Context: an optimization exercise on an open-source flow, tuned for small area, a short achievable clock period and few clock cycles. The choices shown serve that exercise and are no tape-out recipe.
Where RTL was checked, it was by simulation tests only, not by an equivalence proof against the original.
The RTL of run 1 was laid out without a check of its function.

==> flow/design.v (outline; a module is shown in full before it is edited, if it fits) <==
// module jfxr_fp64_mul: 3007 lines
// module jfxr_fp64_add: 94 lines
// module jfxr_fp64_div7: 135 lines
// module jfxr_noise: 151 lines
module jfxr_noise (
    input  wire        clk,
    input  wire        rst,
    input  wire        start,
    input  wire [1:0]  op,
    input  wire [63:0] w,
    output wire        ready,
    output reg         done,
    output wire [63:0] sample
);
  // ...
==> flow/run.sh <==
#!/bin/bash
# synth_recipe.tcl (not shown) runs the flow's synth.tcl, then flattens the netlist and writes it again
# the make line also repeats each setting of config.mk as NAME=value (left out here)
make -C /OpenROAD-flow-scripts/flow DESIGN_CONFIG=/design/flow/config.mk WORK_HOME=/design/flow/orfs CLKGATE_MAP_FILE= SYNTH_SCRIPT=/design/flow/synth_recipe.tcl finish
==> flow/config.mk <==
export PLATFORM = sky130hd
export DESIGN_NAME = jfxr_noise
export DESIGN_NICKNAME = jfxr_noise
export VERILOG_FILES = /design/flow/design.v
export SDC_FILE = /design/flow/constraint.sdc
export NUM_CORES = 4
export LEC_CHECK = 0
export CAP_MARGIN = 20
export CORE_MARGIN = 2
export CORE_UTILIZATION = 45
export PLACE_DENSITY = 0.6
export SLEW_MARGIN = 20
==> flow/constraint.sdc <==
create_clock -name core_clock -period 28.0 [get_ports {clk}]
set_input_delay 5.6000 -clock core_clock [delete_from_list [all_inputs] [get_ports {clk}]]
set_output_delay 5.6000 -clock core_clock [all_outputs]
set_load 0.01 [all_outputs]
==> run summary, run 1 <==
post-synthesis sequential area ratio 0.173; minimum clock period 11.17 ns; ClkCell Share 0.0329; critical path buffer and inverter count 2; drt pass-1 iters 14; endpoint type of the worst setup path primary output; hold endpoint S[53]; number of H-tree levels 4; Multi-input gate area 0.118 sq mm; WL met1 268,000 microns; Die W 593 microns; flip-flop and latch count after synthesis 1,283; Antenna Diode Count 246; core footprint 0.346 sq mm; RSZ-0062 raised after global routing no; predominant post-synthesis flop cell dfxtp_1; cts bufs inserted 159; Hold Path Depth 0; placed cell area 0.162 sq mm; Max Clk Rate 89.5 MHz; Yosys top cell area share 0.178; fraction of area in registers 0.162; clock root buffer clkbuf_16; synthesized area 0.156 sq mm; die area 0.352 sq mm; mean area per synthesized cell 8.40 sq um; worst stage delay on the critical path 0.89 ns; post-synthesis compound-gate area fraction 0.232; Die Y 593 microns; largest area contributor in the netlist fa_1; status timing/DRC/antenna clean; gr busiest metal met2; Worst-Skew Late Latency 0.91 ns; largest class multi-input combinational cells; Setup Buffers After CTS 0; Worst setup SP type register; worst clock skew 0.132 ns
==> module jfxr_fp64_add, before the edit <==
module jfxr_fp64_add (
    input  wire        clk,
    input  wire [63:0] a,
    input  wire [63:0] b,
    output wire [63:0] y
);
    wire        sa = a[63];
    wire        sb = b[63];
    wire [10:0] ea = (a[62:52] == 11'd0) ? 11'd1 : a[62:52];
    wire [10:0] eb = (b[62:52] == 11'd0) ? 11'd1 : b[62:52];
    wire [52:0] ma = {(a[62:52] != 11'd0), a[51:0]};
    wire [52:0] mb = {(b[62:52] != 11'd0), b[51:0]};
    wire        esub = sa ^ sb;
    wire [11:0] dab = {1'b0, ea} - {1'b0, eb};
    wire [11:0] dba = {1'b0, eb} - {1'b0, ea};
    wire        a_ge = ~dab[11];                  
    wire [10:0] d    = a_ge ? dab[10:0] : dba[10:0];
    wire        d0   = (d == 11'd0);
    wire        d1   = (d == 11'd1);
    wire        sx = a_ge ? sa : sb;
    wire [10:0] ex_1 = a_ge ? ea : eb;
    wire [52:0] mx = a_ge ? ma : mb;
    wire [52:0] mz = a_ge ? mb : ma;
    wire [5:0]  dc = (d > 11'd63) ? 6'd63 : d[5:0];
    wire [55:0] zf = {mz, 3'b000};
    wire [55:0] zs = zf >> dc;
    wire [55:0] zmask = (56'd1 << dc) - 56'd1;
    wire        zstk = |(zf & zmask) | (d > 11'd63 && mz != 53'd0);
    wire [55:0] az_1 = {zs[55:1], zs[0] | zstk};
    wire [54:0] n_ab = {1'b0, ma, 1'b0} - {1'b0, mb, 1'b0};    
    wire [54:0] n_ba = {1'b0, mb, 1'b0} - {1'b0, ma, 1'b0};
    wire [54:0] n_a1 = {1'b0, ma, 1'b0} - {2'b00, mb};         
    wire [54:0] n_b1 = {1'b0, mb, 1'b0} - {2'b00, ma};         
    wire        e_eq = (ea == eb);
    wire        n_bneg = e_eq ? n_ab[54] : ~a_ge;              
    wire [53:0] nd_1 = e_eq ? (n_ab[54] ? n_ba[53:0] : n_ab[53:0]) :
                       a_ge ? n_a1[53:0] : n_b1[53:0];
    wire        ns_1 = n_bneg ? sb : sa;
    reg         esub2, sx2, ns2, d0_2, d1_2;
    reg  [10:0] ex2;
    reg  [52:0] mx2;
    reg  [55:0] az2;
    reg  [53:0] nd2;
    always @(posedge clk) begin
        esub2 <= esub;
        sx2   <= sx;
        ns2   <= ns_1;
        d0_2  <= d0;
        d1_2  <= d1;
        ex2   <= ex_1;
        mx2   <= mx;
        az2   <= az_1;
        nd2   <= nd_1;
    end
    wire [55:0] ax = {mx2, 3'b000};
    wire [56:0] fs = esub2 ? ({1'b0, ax} - {1'b0, az2}) : ({1'b0, ax} + {1'b0, az2});
    reg  [52:0] f_mant;
    reg         f_rnd, f_stk;
    always @* begin
        if (fs[56]) begin
            f_mant = fs[56:4]; f_rnd = fs[3]; f_stk = |fs[2:0];
        end else if (fs[55] | ~esub2) begin
            f_mant = fs[55:3]; f_rnd = fs[2]; f_stk = |fs[1:0];
        end else begin
            f_mant = fs[54:2]; f_rnd = fs[1]; f_stk = fs[0];
        end
    end
    wire        f_up   = f_rnd & (f_stk | f_mant[0]);
    wire [51:0] f_inc  = f_mant[51:0] + 52'd1;
    wire        f_cy   = f_up & (&f_mant[51:0]);
    wire [51:0] f_frac = f_up ? f_inc : f_mant[51:0];
    wire [10:0] ex    = ex2;
    wire [10:0] ex_m1 = ex - 11'd1;
    wire [10:0] ex_p1 = ex + 11'd1;
    wire [10:0] ex_p2 = ex + 11'd2;
    wire [10:0] f_exp = fs[56] ? (f_cy ? ex_p2 : ex_p1) :
                        fs[55] ? (f_cy ? ex_p1 : ex)    :
                                 (f_cy ? ex    : ex_m1);
    wire [62:0] f_mag = {f_exp, f_frac};
    integer     i;
    reg  [5:0]  nlz;
    always @* begin
        nlz = 6'd54;
        for (i = 0; i < 54; i = i + 1)
            if (nd2[i]) nlz = 6'd53 - i[5:0];
    end
    wire [10:0] nlim = ex - 11'd1;                 
    wire [5:0]  nsh  = ({5'd0, nlz} > nlim) ? nlim[5:0] : nlz;
    wire [53:0] nn   = nd2 << nsh;
    wire [62:0] n_mag = {ex - {5'd0, nsh} - 11'd1 + {10'd0, nn[53]}, nn[52:1]};
    wire        nzero = (nd2 == 54'd0);
    wire use_near = esub2 & (d0_2 | (d1_2 & ~nd2[53]));
    assign y = use_near ? (nzero ? 64'd0 : {ns2, n_mag}) : {sx2, f_mag};
endmodule
==> module jfxr_noise, before the edit <==
module jfxr_noise (
    input  wire        clk,
    input  wire        rst,
    input  wire        start,
    input  wire [1:0]  op,
    input  wire [63:0] w,
    output wire        ready,
    output reg         done,
    output wire [63:0] sample
);
    localparam [1:0] OP_WHITE = 2'd0, OP_PINK = 2'd1, OP_BROWN = 2'd2, OP_INIT = 2'd3;
    localparam [63:0] ONE = 64'h3ff0000000000000;
    localparam [63:0] NZERO = 64'h8000000000000000;
    localparam [3:0] SK0 = 4'd0, SK1 = 4'd1, SK2 = 4'd2, SK3 = 4'd3, SK4 = 4'd4,
                     SK5N = 4'd5, SKD = 4'd6, SK6 = 4'd7, SC0 = 4'd8, SC1 = 4'd9,
                     SC2 = 4'd10, SC3 = 4'd11, SC4 = 4'd12, SC5 = 4'd13, SCB = 4'd14;
    reg        busy;
    reg        pink;            
    reg [4:0]  step;
    reg        bpend;           
    reg [63:0] wq;
    reg [63:0] q0, q1, q2, q3, q4, q5, p6;
    reg [63:0] brown;
    reg [63:0] M, A, S;
    wire        a_big     = (A[62:0] > ONE[62:0]);
    wire [63:0] brown_new = a_big ? {A[63], ONE[62:0]} : A;
    assign ready  = ~busy;
    assign sample = bpend ? brown_new : wq;
    localparam NC = 32;
    function [NC-1:0] ctl;
        input       pk;
        input [4:0] st;
        reg [3:0] ms; reg ma, mss, wm, bm, lst; reg [5:0] wqs; reg wp; reg [9:0] as;
        begin
            ms = SCB; ma = 1'b0; mss = 1'b0; wm = 1'b0; wqs = 6'd0; wp = 1'b0;
            as = 10'd0; bm = 1'b0; lst = 1'b0;
            if (pk) begin
                case (st)
                    5'd1:  begin ms = SK0; end
                    5'd2:  begin ms = SK1; wm = 1'b1; end
                    5'd3:  begin ms = SK2; wm = 1'b1; as[0] = 1'b1; bm = 1'b1; end
                    5'd4:  begin ms = SK3; wm = 1'b1; as[1] = 1'b1; bm = 1'b1; end
                    5'd5:  begin ms = SC0; ma = 1'b1; wm = 1'b1; as[2] = 1'b1; bm = 1'b1; end
                    5'd6:  begin ms = SC1; ma = 1'b1; wqs[0] = 1'b1; as[6] = 1'b1; end
                    5'd7:  begin ms = SK4; wqs[1] = 1'b1; as[3] = 1'b1; bm = 1'b1; end
                    5'd8:  begin ms = SC2; mss = 1'b1; wm = 1'b1; as[6] = 1'b1; end
                    5'd9:  begin ms = SK5N; wqs[2] = 1'b1; as[4] = 1'b1; bm = 1'b1; end
                    5'd10: begin ms = SC3; mss = 1'b1; wm = 1'b1; as[6] = 1'b1; end
                    5'd11: begin ms = SC4; ma = 1'b1; wqs[3] = 1'b1; as[5] = 1'b1; bm = 1'b1; end
                    5'd12: begin wqs[4] = 1'b1; as[6] = 1'b1; end
                    5'd13: begin ms = SC5; ma = 1'b1; end
                    5'd14: begin ms = SKD; wqs[5] = 1'b1; as[6] = 1'b1; end
                    5'd15: begin ms = SK6; wm = 1'b1; end
                    5'd16: begin wp = 1'b1; as[7] = 1'b1; end
                    5'd18: begin as[8] = 1'b1; end
                    5'd21: lst = 1'b1;
                    default: ;
                endcase
            end else begin
                case (st)
                    5'd1: begin ms = SCB; end
                    5'd2: begin wm = 1'b1; end
                    5'd3: begin as[9] = 1'b1; bm = 1'b1; end
                    5'd4: lst = 1'b1;
                    default: ;
                endcase
            end
            ctl = {6'd0, lst, bm, as, wp, wqs, wm, mss, ma, ms};
        end
    endfunction
    reg [NC-1:0] c;
    wire [3:0] msel = c[3:0];
    wire       m_a  = c[4];
    wire       m_s  = c[5];
    wire       c_wm = c[6];
    wire [5:0] c_wq = c[12:7];
    wire       c_wp6 = c[13];
    wire [9:0] c_a  = c[23:14];
    wire       c_bm = c[24];
    wire       last = c[25];
    wire accept = start & ~busy;
    wire go     = accept & (op == OP_PINK || op == OP_BROWN);
    wire [NC-1:0] c_next = go ? ctl(op == OP_PINK, 5'd1) :
                           (busy & ~last) ? ctl(pink, step + 5'd1) : {NC{1'b0}};
    wire [63:0] add_a = ({64{c_a[0]}} & q0) | ({64{c_a[1]}} & q1) | ({64{c_a[2]}} & q2) |
                        ({64{c_a[3]}} & q3) | ({64{c_a[4]}} & q4) | ({64{c_a[5]}} & q5) |
                        ({64{c_a[6]}} & S)  | ({64{c_a[7]}} & p6) | ({64{c_a[8]}} & M)  |
                        ({64{c_a[9]}} & brown);
    wire [63:0] add_b = c_bm ? M : A;
    wire [63:0] mul_y, add_y, div_y;
    jfxr_fp64_mul  u_mul (.clk(clk), .x(m_a ? A : m_s ? S : wq), .sel(msel), .y(mul_y));
    jfxr_fp64_add  u_add (.clk(clk), .a(add_a), .b(add_b), .y(add_y));
    jfxr_fp64_div7 u_div (.clk(clk), .s(A), .y(div_y));
    always @(posedge clk) begin
        S <= A;
        A <= add_y;
        if (c_wm) M <= mul_y;
        if (rst) begin
            busy  <= 1'b0;
            done  <= 1'b0;
            bpend <= 1'b0;
            c     <= {NC{1'b0}};
            q0 <= 64'd0; q1 <= 64'd0; q2 <= 64'd0; q3 <= 64'd0; q4 <= 64'd0;
            q5 <= NZERO; p6 <= 64'd0;
            brown <= 64'd0;
        end else begin
            c     <= c_next;
            done  <= 1'b0;
            bpend <= 1'b0;
            if (bpend) brown <= brown_new;
            if (c_wq[0]) q0 <= mul_y;
            if (c_wq[1]) q1 <= mul_y;
            if (c_wq[2]) q2 <= mul_y;
            if (c_wq[3]) q3 <= mul_y;
            if (c_wq[4]) q4 <= mul_y;
            if (c_wq[5]) q5 <= mul_y;
            if (c_wp6)   p6 <= mul_y;
            if (!busy) begin
                if (start) begin
                    case (op)
                        OP_WHITE: begin
                            wq   <= w;
                            done <= 1'b1;
                        end
                        OP_INIT: begin
                            q0 <= 64'd0; q1 <= 64'd0; q2 <= 64'd0; q3 <= 64'd0; q4 <= 64'd0;
                            q5 <= NZERO; p6 <= 64'd0;
                            brown <= 64'd0;
                            wq    <= 64'd0;
                            done  <= 1'b1;
                        end
                        default: begin
                            wq   <= w;
                            busy <= 1'b1;
                            pink <= (op == OP_PINK);
                            step <= 5'd1;
                        end
                    endcase
                end
            end else begin
                step <= step + 5'd1;
                if (last) begin
                    if (pink) wq <= div_y;
                    else      bpend <= 1'b1;
                    done <= 1'b1;
                    busy <= 1'b0;
                end
            end
        end
    end
endmodule
==> inputs of run 2 (changes only) <==
--- a/flow/design.v
+++ b/flow/design.v
@@ -3084,17 +3084,18 @@
                         fs[55] ? (f_cy ? ex_p1 : ex)    :
                                  (f_cy ? ex    : ex_m1);
     wire [62:0] f_mag = {f_exp, f_frac};
+    wire [53:0] nlim = (ex > 11'd54) ? 54'd0 : ({1'b1, 53'd0} >> (ex - 11'd1));
+    wire [53:0] nlzin = nd2 | nlim;
     integer     i;
-    reg  [5:0]  nlz;
+    reg  [5:0]  nsh;
     always @* begin
-        nlz = 6'd54;
+        nsh = 6'd54;
         for (i = 0; i < 54; i = i + 1)
-            if (nd2[i]) nlz = 6'd53 - i[5:0];
+            if (nlzin[i]) nsh = 6'd53 - i[5:0];
     end
-    wire [10:0] nlim = ex - 11'd1;                 
-    wire [5:0]  nsh  = ({5'd0, nlz} > nlim) ? nlim[5:0] : nlz;
     wire [53:0] nn   = nd2 << nsh;
-    wire [62:0] n_mag = {ex - {5'd0, nsh} - 11'd1 + {10'd0, nn[53]}, nn[52:1]};
+    wire [10:0] nexp = ex - {5'd0, nsh};
+    wire [62:0] n_mag = {nexp & {11{nn[53]}}, nn[52:1]};
     wire        nzero = (nd2 == 54'd0);
     wire use_near = esub2 & (d0_2 | (d1_2 & ~nd2[53]));
     assign y = use_near ? (nzero ? 64'd0 : {ns2, n_mag}) : {sx2, f_mag};
@@ -3254,6 +3255,7 @@
     reg        pink;            
     reg [4:0]  step;
     reg        bpend;           
+    reg        ipend;           
     reg [63:0] wq;
     reg [63:0] q0, q1, q2, q3, q4, q5, p6;
     reg [63:0] brown;
@@ -3335,6 +3337,7 @@
             busy  <= 1'b0;
             done  <= 1'b0;
             bpend <= 1'b0;
+            ipend <= 1'b0;
             c     <= {NC{1'b0}};
             q0 <= 64'd0; q1 <= 64'd0; q2 <= 64'd0; q3 <= 64'd0; q4 <= 64'd0;
             q5 <= NZERO; p6 <= 64'd0;
@@ -3343,7 +3346,13 @@
             c     <= c_next;
             done  <= 1'b0;
             bpend <= 1'b0;
+            ipend <= 1'b0;
             if (bpend) brown <= brown_new;
+            if (ipend) begin
+                q0 <= 64'd0; q1 <= 64'd0; q2 <= 64'd0; q3 <= 64'd0; q4 <= 64'd0;
+                q5 <= NZERO; p6 <= 64'd0;
+                brown <= 64'd0;
+            end
             if (c_wq[0]) q0 <= mul_y;
             if (c_wq[1]) q1 <= mul_y;
             if (c_wq[2]) q2 <= mul_y;
@@ -3359,9 +3368,7 @@
                             done <= 1'b1;
                         end
                         OP_INIT: begin
-                            q0 <= 64'd0; q1 <= 64'd0; q2 <= 64'd0; q3 <= 64'd0; q4 <= 64'd0;
-                            q5 <= NZERO; p6 <= 64'd0;
-                            brown <= 64'd0;
+                            ipend <= 1'b1;
                             wq    <= 64'd0;
                             done  <= 1'b1;
                         end
--- a/flow/config.mk
+++ b/flow/config.mk
@@ -5,8 +5,8 @@
 export SDC_FILE = /design/flow/constraint.sdc
 export NUM_CORES = 4
 export LEC_CHECK = 0
-export CAP_MARGIN = 20
+export CAP_MARGIN = 30
 export CORE_MARGIN = 2
 export CORE_UTILIZATION = 45
 export PLACE_DENSITY = 0.6
-export SLEW_MARGIN = 20
+export SLEW_MARGIN = 30
==> run 2 against run 1 <==
- synthesized area increased by 0.34%
- clock skew is 0.014 ns lower
- count of clock-buffer cells in the layout decreased by 6
- sequential share of layout area about the same
- via count grew 1.6%
- utilization barely moved
- synthesized cell count is 0.87% higher
- highest routed layer unchanged
==> run summary, run 2 <==
worst-path cell chain nor4_1 -> nand4_1 -> nor4_2 -> nand2_1 -> o21ai_0 -> and2_2 -> buf_4 -> nand2_1 -> o21ai_1 -> clkdlybuf4s50_1 (was inv_1 -> or4_1 -> nor3_1 -> nand2_1 -> o21ai_0 -> and2_4 -> nand2_1 -> o21ai_0 -> clkdlybuf4s50_1); M3 GR Usage 0.158 (was 0.123); status timing/DRC/antenna clean (unchanged); worst-margin pin slew 1.23 ns (was 1.44 ns); Clock Tree Buf Depth 4 (unchanged); M1 GR Usage 0.548 (was 0.491); Cell variety after synth 127 (unchanged); endpoint type of the worst setup path primary output (unchanged); Top cell by count, worst path nand2_1; number of buffers added on ports 134 (unchanged); Boundary Pins 135 (unchanged); Die W 594 microns (was 593 microns); most numerous cell in the Yosys netlist inv_1 (unchanged); worst clock skew 0.118 ns (was 0.132 ns); synthesized area 0.157 sq mm (was 0.156 sq mm); Max Clk Rate 86.2 MHz (was 89.5 MHz); max-slew violation count 0 (unchanged); core footprint 0.346 sq mm (about the same); initial antenna violation count 69 (was 112); post-route ant nets 0 (unchanged); Initial Utilization 0.453 (was 0.452); layout cells sized above 1 0.0753 (was 0.0696); cts hold-fix bufs 0 (unchanged); gr busiest metal met2 (unchanged); worst stage delay on the critical path 0.82 ns (was 0.89 ns); Hold Path Depth 0 (unchanged); Multi-input gate area 0.119 sq mm (was 0.118 sq mm); CP max-delay cell nor4_1 (was nor3_1); initial drt markers 23,200 (was 20,400); Worst Reg-to-Reg Cells 25 (was 36); WP data required 22.40 ns (about the same); Total Routing Usage GR 0.421 (about the same); post-DR wirelength/cell 33.9 microns (was 33.4 microns); predominant post-synthesis flop cell dfxtp_1 (unchanged); RSZ-0062 raised after global routing no (unchanged); Rel. slew slack 0.179 (was 0.0431); crit share post-route 0.414 (was 0.399); vias in the first global route 146,000 (about the same); DR DRC count 0 (unchanged); most frequent cells in the layout inv_1, a22oi_1, fa_1, a21oi_1, nor2_1 (was inv_1, a22oi_1, fa_1, nor2_1, nand2_1); # clock sinks 1,284 (was 1,283); GP Congestion 1.03 (was 1.06); clock root buffer clkbuf_16 (unchanged); commonest non-fill, non-tap cell in the layout inv_1 (unchanged); Routed WL 771,000 microns (was 762,000 microns); highest net fanout along the worst path 65 (was 68); synth top area cells fa_1, dfxtp_1, a22oi_1 (unchanged); post-CTS sizing 0 (unchanged); Final Setup Violations 0 (unchanged); Post-synth ARST share 0 (unchanged); crit path DAT 6.00 ns (was 5.57 ns); Worst setup SP type register (unchanged); Yosys top cell area share 0.178 (about the same); Worst Setup Path Type register to primary output (unchanged); Post-synth top cells inv_1, a22oi_1, fa_1 (unchanged); number of flops mapped to enable cells by yosys 134 (unchanged); first-pass GRT wire length 1,080,000 microns (was 1,070,000 microns); cts bufs inserted 157 (was 159); Yosys warning count 5 (unchanged); largest net degree at the start of global routing 164 (was 107); Hold Vio Cnt, Final 0 (unchanged); NumNets Final 20,200 (was 20,000); post-synthesis sequential area ratio 0.172 (was 0.173); post-DR vias/cell 6.77 (was 6.67); grt ovf 0 (unchanged); die area 0.353 sq mm (was 0.352 sq mm); Mapped Cells 18,800 (was 18,600); flip-flop and latch count after synthesis 1,284 (was 1,283); fillers 33,600 (was 33,800); number of H-tree levels 4 (unchanged); Layout area overhead 7.71% (was 7.89%); pre-CTS worst setup slack 17.81 ns (was 17.83 ns); # rows 216 (unchanged); critical path buffer and inverter count 2 (unchanged); HP Class register to register (unchanged); Die Y 594 microns (was 593 microns); Setup Buffers After CTS 0 (unchanged); met2 Usage GRT 0.579 (was 0.619); clk slew on worst S/H paths 0.07 ns (about the same); mean area per synthesized cell 8.36 sq um (was 8.40 sq um); CP top delay family simple AND/OR/NAND/NOR gates (unchanged); total of max-cap violations 0 (unchanged); post-route setup TNS 0 ns (unchanged); drt pass-1 iters 10 (was 14); WP depth 10 (was 9); largest area contributor in the netlist fa_1 (unchanged); hpwl dp 558,000 microns (was 552,000 microns); vias 154,000 (was 152,000); CTS tree yes (unchanged); worst setup margin 16.40 ns (was 16.83 ns); Worst-Skew Late Latency 0.92 ns (was 0.91 ns); minimum clock period 11.60 ns (was 11.17 ns); register area 0.0273 sq mm (about the same)
## run 2: cell types whose count changed after synthesis, moves of 24 or more
cell	delta
nor2_1	-120
buf_1	+38
mux2i_1	-221
o21ai_0	+33
a22o_1	+75
xnor2_1	+24
nand3_1	+35
a211oi_1	-202
nor3b_1	+282
clkbuf_1	+37
o21ai_1	+32
a21oi_1	+168
a31oi_1	+26
inv_1	-71
## run 2: kinds of logic after synthesis
| kind of cell | Yosys count | synth area share |
|---|---|---|
| XOR/XNOR | 1947 | 0.109 |
| flip-flops | 1284 | 0.172 |
| other | 1 | 0.0000239 |
| AND/OR/NAND/NOR | 4177 | 0.129 |
| adder cells (fa/ha/maj) | 2132 | 0.237 |
| AO/OA/AOI/OAI | 5427 | 0.232 |
| multiplexers | 622 | 0.0435 |
| buffers and inverters | 3182 | 0.0770 |
## run 2: final timing paths
| path | start | endpoint | slack [ns] |
|---|---|---|---|
| max | A[41] | sample[16] | 16.40 |
| min | A[51] | S[51] | 0.41 |
| max reg2reg | c[4] | u_mul.zlo | 17.99 |
| min reg2reg | A[51] | S[51] | 0.41 |
## run 2: final cells by class
type	count	share of cell area
inverter	1567	0.0348
clock inverter	78	0.00564
tap	4578	0.0339
antenna	94	0.00139
timing repair buffer	655	0.0319
clock buffer	207	0.0260
multi-input combinational	14300	0.705
sequential	1284	0.161
## run 2: per-stage QoR
| stage | cells | util | hold WS, ns | cell area, sq um |
|---|---|---|---|---|
| 2_1_floorplan | 18800 | - | 0.329 | 157000 |
| 3_3_place_gp | 22400 | 0.470 | 0.400 | 163000 |
| 3_5_place_dp | 22400 | 0.471 | 0.417 | 163000 |
| 4_1_cts | 22700 | 0.487 | 0.406 | 169000 |
| 5_1_grt | 22700 | 0.487 | 0.415 | 169000 |
| 6_report | 22800 | 0.488 | 0.410 | 169000 |
## run 2: per-layer routing
metal  up-vias  wire length [microns]
met4        38                  61300
met3      2702                 115000
met2     12000                 303000
met1     75300                 291000
li1      64200                      -
met5         -                    610
Testbench counts of run 2, summed over its fixed seeds: cycles 25,641.

[re-timing with driven ports]
Ports are ideal in the flow. The routed layouts listed here were re-timed in OpenROAD.
Step 1: set_driving_cell puts a clkbuf_16 on clk and a buf_2 on each other input, an assumption about the parent block.
Step 2 times the ports against the registers' clock, not the clock port: input delays grow and output delays shrink by t, the midpoint of the rising clock arrivals with the driver on.
Slacks: no drivers / after step 1 / after step 2; pairs: no drivers / after step 1.
| run | t (ns) | setup WS [ns] | worst slew at a driven data input, ns |
|---|---|---|---|
| run 1 | 0.935 | 16.830 / 16.737 / 17.673 | 0.30 |
| run 2 | 0.982 | 16.402 / 16.277 / 17.259 | 0.13 |
After both steps every run listed still meets setup and hold.
